This is an optimization exercise on Yosys and OpenROAD, whose aim is small area and few clock cycles, not a production implementation. Only simulation tests tie the RTL to the original design; equivalence was not proved. The flow treats the clock pin as an ideal source, which a real chip does not have. Power and IR drop assume default switching activity.

Design beast_deframer, start of the top module:
module beast_deframer (
    input  wire         clk,
    input  wire         rst,           
    input  wire         in_valid,
    output wire         in_ready,
    input  wire [1:0]   in_kind,       
    input  wire [7:0]   in_data,
    output wire         out_valid,
    input  wire         out_ready,
    output wire [2:0]   out_kind,
    output wire [47:0]  out_ts,
    output wire [7:0]   out_sig,
    output wire [7:0]   out_type,
    output wire [3:0]   out_plen,
    output wire [111:0] out_payload
);
==> flow/config.mk <==
export PLATFORM = sky130hd
export DESIGN_NAME = beast_deframer
export DESIGN_NICKNAME = beast_deframer
export VERILOG_FILES = /design/flow/design.v
export SDC_FILE = /design/flow/constraint.sdc
export NUM_CORES = 4
export LEC_CHECK = 0
export CAP_MARGIN = 20
export CORE_MARGIN = 2
export CORE_UTILIZATION = 40
export SLEW_MARGIN = 20
==> flow/constraint.sdc <==
create_clock -name core_clock -period 5.0 [get_ports {clk}]
set_input_delay 1.0000 -clock core_clock [delete_from_list [all_inputs] [get_ports {clk}]]
set_output_delay 1.0000 -clock core_clock [all_outputs]
set_load 0.01 [all_outputs]
standard.sh (not shown) runs the stock make flow with config.mk's settings and CLKGATE_MAP_FILE= SYNTH_SCRIPT=/design/flow/synth_recipe.tcl, a recipe that flattens the netlist after the stock synthesis.
==> flow/flow/run.sh <==
#!/bin/bash
# Standard ORFS layout with the smallest port buffers and a lighter clock tree.
set -euo pipefail
CTS="-sink_clustering_enable -repair_clock_nets -dont_use_dummy_load -buf_list sky130_fd_sc_hd__clkbuf_8 -root_buf sky130_fd_sc_hd__clkbuf_8"
bash standard.sh \
  "BUFFER_PORTS_ARGS=-buffer_cell sky130_fd_sc_hd__buf_1" \
  "CTS_ARGS=$CTS" \
  finish > standard_flow.log 2>&1
Testbench counts at the start, summed over its fixed seeds: cycles 37,797.
Next try:
==> flow/flow/run.sh (replaced) <==
#!/bin/bash
# Standard ORFS layout with the smallest port buffers and a lighter clock tree.
set -euo pipefail
CTS="-sink_clustering_enable -repair_clock_nets -dont_use_dummy_load -buf_list sky130_fd_sc_hd__clkbuf_8 -root_buf sky130_fd_sc_hd__clkbuf_8 -sink_clustering_size 25 -sink_clustering_max_diameter 100"
bash standard.sh \
  "BUFFER_PORTS_ARGS=-buffer_cell sky130_fd_sc_hd__buf_1" \
  "CTS_ARGS=$CTS" \
  finish > standard_flow.log 2>&1
--- a/flow/config.mk
+++ b/flow/config.mk
@@ -7,2 +7,4 @@
 export LEC_CHECK = 0
+export ABC_AREA = 1
+export ABC_CLOCK_PERIOD_IN_PS = 5000
 export CAP_MARGIN = 20
=>
- The new run finished clean
- wire length came out lower by 6.8%
- register-to-register slack improves by 0.16 ns
- synthesized cell count came out higher by 20%
- clock-buffer cell count is unchanged
- worst setup slack improves by 0.20 ns
- via count came out higher by 2.1%
- combinational power came out higher by 130%
- clock skew barely changes
Next try:
==> flow/flow/run.sh (replaced) <==
#!/bin/bash
# Standard ORFS layout with the smallest port buffers and a lighter clock tree.
set -euo pipefail
CTS="-sink_clustering_enable -repair_clock_nets -dont_use_dummy_load -buf_list {sky130_fd_sc_hd__clkbuf_4 sky130_fd_sc_hd__clkbuf_8} -root_buf sky130_fd_sc_hd__clkbuf_8"
bash standard.sh \
  "BUFFER_PORTS_ARGS=-buffer_cell sky130_fd_sc_hd__buf_1" \
  "CTS_ARGS=$CTS" \
  finish > standard_flow.log 2>&1
--- a/flow/config.mk
+++ b/flow/config.mk
@@ -7,3 +7,2 @@
 export LEC_CHECK = 0
-export ABC_AREA = 1
 export ABC_CLOCK_PERIOD_IN_PS = 5000
Clock power is higher by about 2.8%.
Routed wire length is higher by 7.3%.
Die area came out higher by about 0.43%.

run A:
Another version of the RTL of beast_deframer (not shown whole).
Size in the first run: roughly 370 cells after synthesis, roughly 200 I/O pins.
## beast_deframer
module beast_deframer (
    input  wire         clk,
    input  wire         rst,           
    input  wire         in_valid,
    output wire         in_ready,
    input  wire [1:0]   in_kind,       
    input  wire [7:0]   in_data,
    output wire         out_valid,
    input  wire         out_ready,
    output wire [2:0]   out_kind,
    output wire [47:0]  out_ts,
    output wire [7:0]   out_sig,
    output wire [7:0]   out_type,
    output wire [3:0]   out_plen,
    output wire [111:0] out_payload
);
clock: 5.0 ns
lec_check: 0
abc_area: 1
cap_margin: 20
core_margin: 2
core_utilization: 80
slew_margin: 20
==> flow/flow/run.sh <==
#!/bin/bash
# Standard ORFS layout with the smallest port buffers, a clock tree without dummy
# loads, and the clock tree's buffers downsized after CTS as far as the clock-pin
# slew allows (flow/downsize_clk.tcl, run as ORFS's POST_CTS_TCL hook).
set -euo pipefail
CTS="-sink_clustering_enable -repair_clock_nets -dont_use_dummy_load"
CTS="$CTS -buf_list sky130_fd_sc_hd__clkbuf_8 -root_buf sky130_fd_sc_hd__clkbuf_8"
bash standard.sh \
  "BUFFER_PORTS_ARGS=-buffer_cell sky130_fd_sc_hd__buf_1" \
  "CTS_ARGS=$CTS" \
  "POST_CTS_TCL=$PWD/flow/downsize_clk.tcl" \
  finish > standard_flow.log 2>&1
==> flow/flow/downsize_clk.tcl <==
set clk_slew_limit 0.115
proc clk_pin_slew_max {} {
  set mx 0
  foreach p [get_pins -hierarchical */CLK] {
    set s [get_property $p slew_max]
    if {$s > $mx} { set mx $s }
  }
  return $mx
}
set sizes {sky130_fd_sc_hd__clkbuf_1 sky130_fd_sc_hd__clkbuf_2 sky130_fd_sc_hd__clkbuf_4 sky130_fd_sc_hd__clkbuf_8 sky130_fd_sc_hd__clkbuf_16}
estimate_parasitics -placement
set bound [expr max($clk_slew_limit, [clk_pin_slew_max])]
set bufs {}
foreach inst [get_cells *] {
  set m [get_property $inst ref_name]
  if {[lsearch $sizes $m] >= 0} { lappend bufs $inst }
}
foreach inst $bufs {
  set orig [get_property $inst ref_name]
  set best $orig
  foreach m $sizes {
    if {$m == $orig} break
    replace_cell $inst [get_lib_cells */$m]
    estimate_parasitics -placement
    if {[clk_pin_slew_max] <= $bound} { set best $m; break }
  }
  replace_cell $inst [get_lib_cells */$best]
  puts "clock buffer [get_full_name $inst]: $orig -> $best"
}
estimate_parasitics -placement
puts "clock-pin slew after downsizing: [clk_pin_slew_max]"
Status: run A FAILED at clock tree synthesis (tool error)
Testbench counts of run A, summed over its fixed seeds: cycles 37,797.
Modified inputs, run B compared to run A
Settings: changing CORE_UTILIZATION from 80 to 70.
Run B reached the final stage; the timing, design-rule and antenna checks on its layout passed. Summary — chip width, run B relative to run A: higher, by 6.6%. From run B to run A, I/O pin total did not move at all. Run B — post-placement worst setup slack 130 ps lower, run A as reference. Sort run A and run B by height of the chip desc -> top: run B. Against run A as the reference, run B delivers a lower initial core utilization.
## Diff of input files: run C against run B
==> flow/flow/run.sh <==
#!/bin/bash
# Standard ORFS layout with the smallest port buffers and a lighter clock tree.
set -euo pipefail
CTS="-sink_clustering_enable -repair_clock_nets -dont_use_dummy_load -buf_list sky130_fd_sc_hd__clkbuf_8 -root_buf sky130_fd_sc_hd__clkbuf_8 -sink_clustering_size 30 -sink_clustering_max_diameter 60"
bash standard.sh \
  "BUFFER_PORTS_ARGS=-buffer_cell sky130_fd_sc_hd__buf_1" \
  "CTS_ARGS=$CTS" \
  finish > standard_flow.log 2>&1
removed: flow/flow/downsize_clk.tcl
==> comparison <==
Looking at area fraction of clock buffers and clock inverters across run B and run C, the one that comes out higher is run C. Compared with run B, in run C total power climbed 110 µW; routed wire length dropped about 0.37%; clock insertion delay at the later pin of the skew report barely changed; combinational fraction of design power dropped 0.6 points; worst hold slack climbed 6.2 ps. Diff run B..run C | proportion of layout cells with a drive suffix above 1 | unchanged.

beast_deframer, a different RTL version from the one above (not shown whole).
Size: ~360 cells after synthesis, roughly 180 flip-flops, roughly 200 I/O pins, roughly 6100 sq um of cells after synthesis.
// beast_deframer
module beast_deframer (
    input  wire         clk,
    input  wire         rst,           
    input  wire         in_valid,
    output wire         in_ready,
    input  wire [1:0]   in_kind,       
    input  wire [7:0]   in_data,
    output wire         out_valid,
    input  wire         out_ready,
    output wire [2:0]   out_kind,
    output wire [47:0]  out_ts,
    output wire [7:0]   out_sig,
    output wire [7:0]   out_type,
    output wire [3:0]   out_plen,
    output wire [111:0] out_payload
);
    localparam [2:0] Q_FRAME       = 3'd0;
    localparam [2:0] Q_LONE_ESCAPE = 3'd1;
    localparam [2:0] Q_UNKNOWN     = 3'd2;
    localparam [2:0] Q_TRUNCATED   = 3'd3;
    localparam [2:0] Q_TRANSPORT   = 3'd4;
    localparam [2:0] Q_END         = 3'd5;
    localparam [2:0] Q_LONE_UNK    = 3'd7;    
    localparam [2:0] Q_NONE        = 3'd6;    
    reg  [1:0] st;
    reg  [4:0] cnt;         
    reg  [1:0] ft;          
    reg  [7:0] sr [0:20];   
    reg  [2:0] q;           
    wire t1 = !ft[1];
    wire t2 = ft[1] && !ft[0];
    wire t3 = ft[1] && ft[0];
    localparam [4:0] CNT0 = 5'b01010;
    wire [4:0] cnt_inc = {cnt[3:0], cnt[4] ^ cnt[2]};
    wire last = t1 ? (cnt[4] && cnt[1]) :
                t2 ? (cnt[4] && cnt[0]) :
                     (cnt[4] && cnt[3] && !cnt[2] && !cnt[0]);
    wire empty = (q == Q_NONE);
    wire pop   = !empty && out_ready;
    assign in_ready  = empty || (out_ready && q != Q_LONE_UNK);
    assign out_valid = !empty;
    wire step = in_valid && in_ready;
    wire is_byte = (in_kind == 2'd0);
    wire is_eos  = (in_kind == 2'd1);
    wire esc     = (in_data == 8'h1A);
  ...
Settings: LEC_CHECK=0, ABC_AREA=1, CAP_MARGIN=20, CORE_MARGIN=2, CORE_UTILIZATION=75, SLEW_MARGIN=20; clock period 5.0 ns.
==> flow/flow/run.sh <==
#!/bin/bash
# Standard ORFS layout with the smallest port buffers, a clock tree without dummy
# loads, and the clock tree's buffers downsized after CTS as far as the clock-pin
# slew allows (flow/downsize_clk.tcl, run as ORFS's POST_CTS_TCL hook).
set -euo pipefail
CTS="-sink_clustering_enable -repair_clock_nets -dont_use_dummy_load"
CTS="$CTS -buf_list sky130_fd_sc_hd__clkbuf_8 -root_buf sky130_fd_sc_hd__clkbuf_8"
bash standard.sh \
  "BUFFER_PORTS_ARGS=-buffer_cell sky130_fd_sc_hd__buf_1" \
  "CTS_ARGS=$CTS" \
  "POST_CTS_TCL=$PWD/flow/downsize_clk.tcl" \
  finish > standard_flow.log 2>&1
==> flow/flow/downsize_clk.tcl <==
set clk_slew_limit 0.115
proc clk_pin_slew_max {} {
  set mx 0
  foreach p [get_pins -hierarchical */CLK] {
    set s [get_property $p slew_max]
    if {$s > $mx} { set mx $s }
  }
  return $mx
}
set sizes {sky130_fd_sc_hd__clkbuf_1 sky130_fd_sc_hd__clkbuf_2 sky130_fd_sc_hd__clkbuf_4 sky130_fd_sc_hd__clkbuf_8 sky130_fd_sc_hd__clkbuf_16}
estimate_parasitics -placement
set bound [expr max($clk_slew_limit, [clk_pin_slew_max])]
set bufs {}
foreach inst [get_cells *] {
  set m [get_property $inst ref_name]
  if {[lsearch $sizes $m] >= 0} { lappend bufs $inst }
}
foreach inst $bufs {
  set orig [get_property $inst ref_name]
  set best $orig
  foreach m $sizes {
    if {$m == $orig} break
    replace_cell $inst [get_lib_cells */$m]
    estimate_parasitics -placement
    if {[clk_pin_slew_max] <= $bound} { set best $m; break }
  }
  replace_cell $inst [get_lib_cells */$best]
  puts "clock buffer [get_full_name $inst]: $orig -> $best"
}
estimate_parasitics -placement
puts "clock-pin slew after downsizing: [clk_pin_slew_max]"
The starting point failed in detailed placement (DPL-0033).
Testbench counts at the start, summed over its fixed seeds: cycles 37,797.
Change:
CORE_UTILIZATION = 70   (was 75)
=>
- Now the flow completed without violations
- synthesized area stays the same
- synthesized cell count is unchanged

-- afterwards: timing with drivers on the ports --
No port has a modelled driver above. Below, the same layouts with a new extraction and two added sets of constraints. Step 1 sets driving cells, clkbuf_16 on the clock port and buf_2 on the other inputs (assumed; they add their load-dependent delay and slew). Step 2 moves the port delays by t, midway between the first and last clock arrival at a register: inputs arrive t later, outputs are due t later. That takes back most of the time a late clock gives input paths. a / b / c = ideal ports / drivers / drivers and shift; a / b = the first two.
run | shift t [ns] | slack for setup (ns) | hold WS [ns] | worst register clock-pin slew, ns | worst data-port slew with drivers (ns)
the first run of note 1 | 0.472 | 1.962 / 1.972 / 1.500 | 0.432 / 0.432 / 0.432 | 0.10 / 0.10 | 0.04
the second run of note 1 | 0.472 | 2.161 / 2.124 / 1.771 | 0.437 / 0.437 / 0.437 | 0.09 / 0.09 | 0.03
the third run of note 1 | 0.472 | 1.962 / 1.972 / 1.500 | 0.432 / 0.432 / 0.432 | 0.10 / 0.10 | 0.04
run B | 0.431 | 2.048 / 2.051 / 1.620 | 0.426 / 0.426 / 0.426 | 0.11 / 0.11 | 0.05
run C | 0.452 | 2.061 / 2.075 / 1.624 | 0.433 / 0.433 / 0.433 | 0.10 / 0.10 | 0.05
the second run of note 3 | 0.711 | 1.917 / 1.886 / 1.878 | 0.422 / 0.422 / 0.422 | 0.11 / 0.11 | 0.03
After both steps every run listed still meets setup and hold.
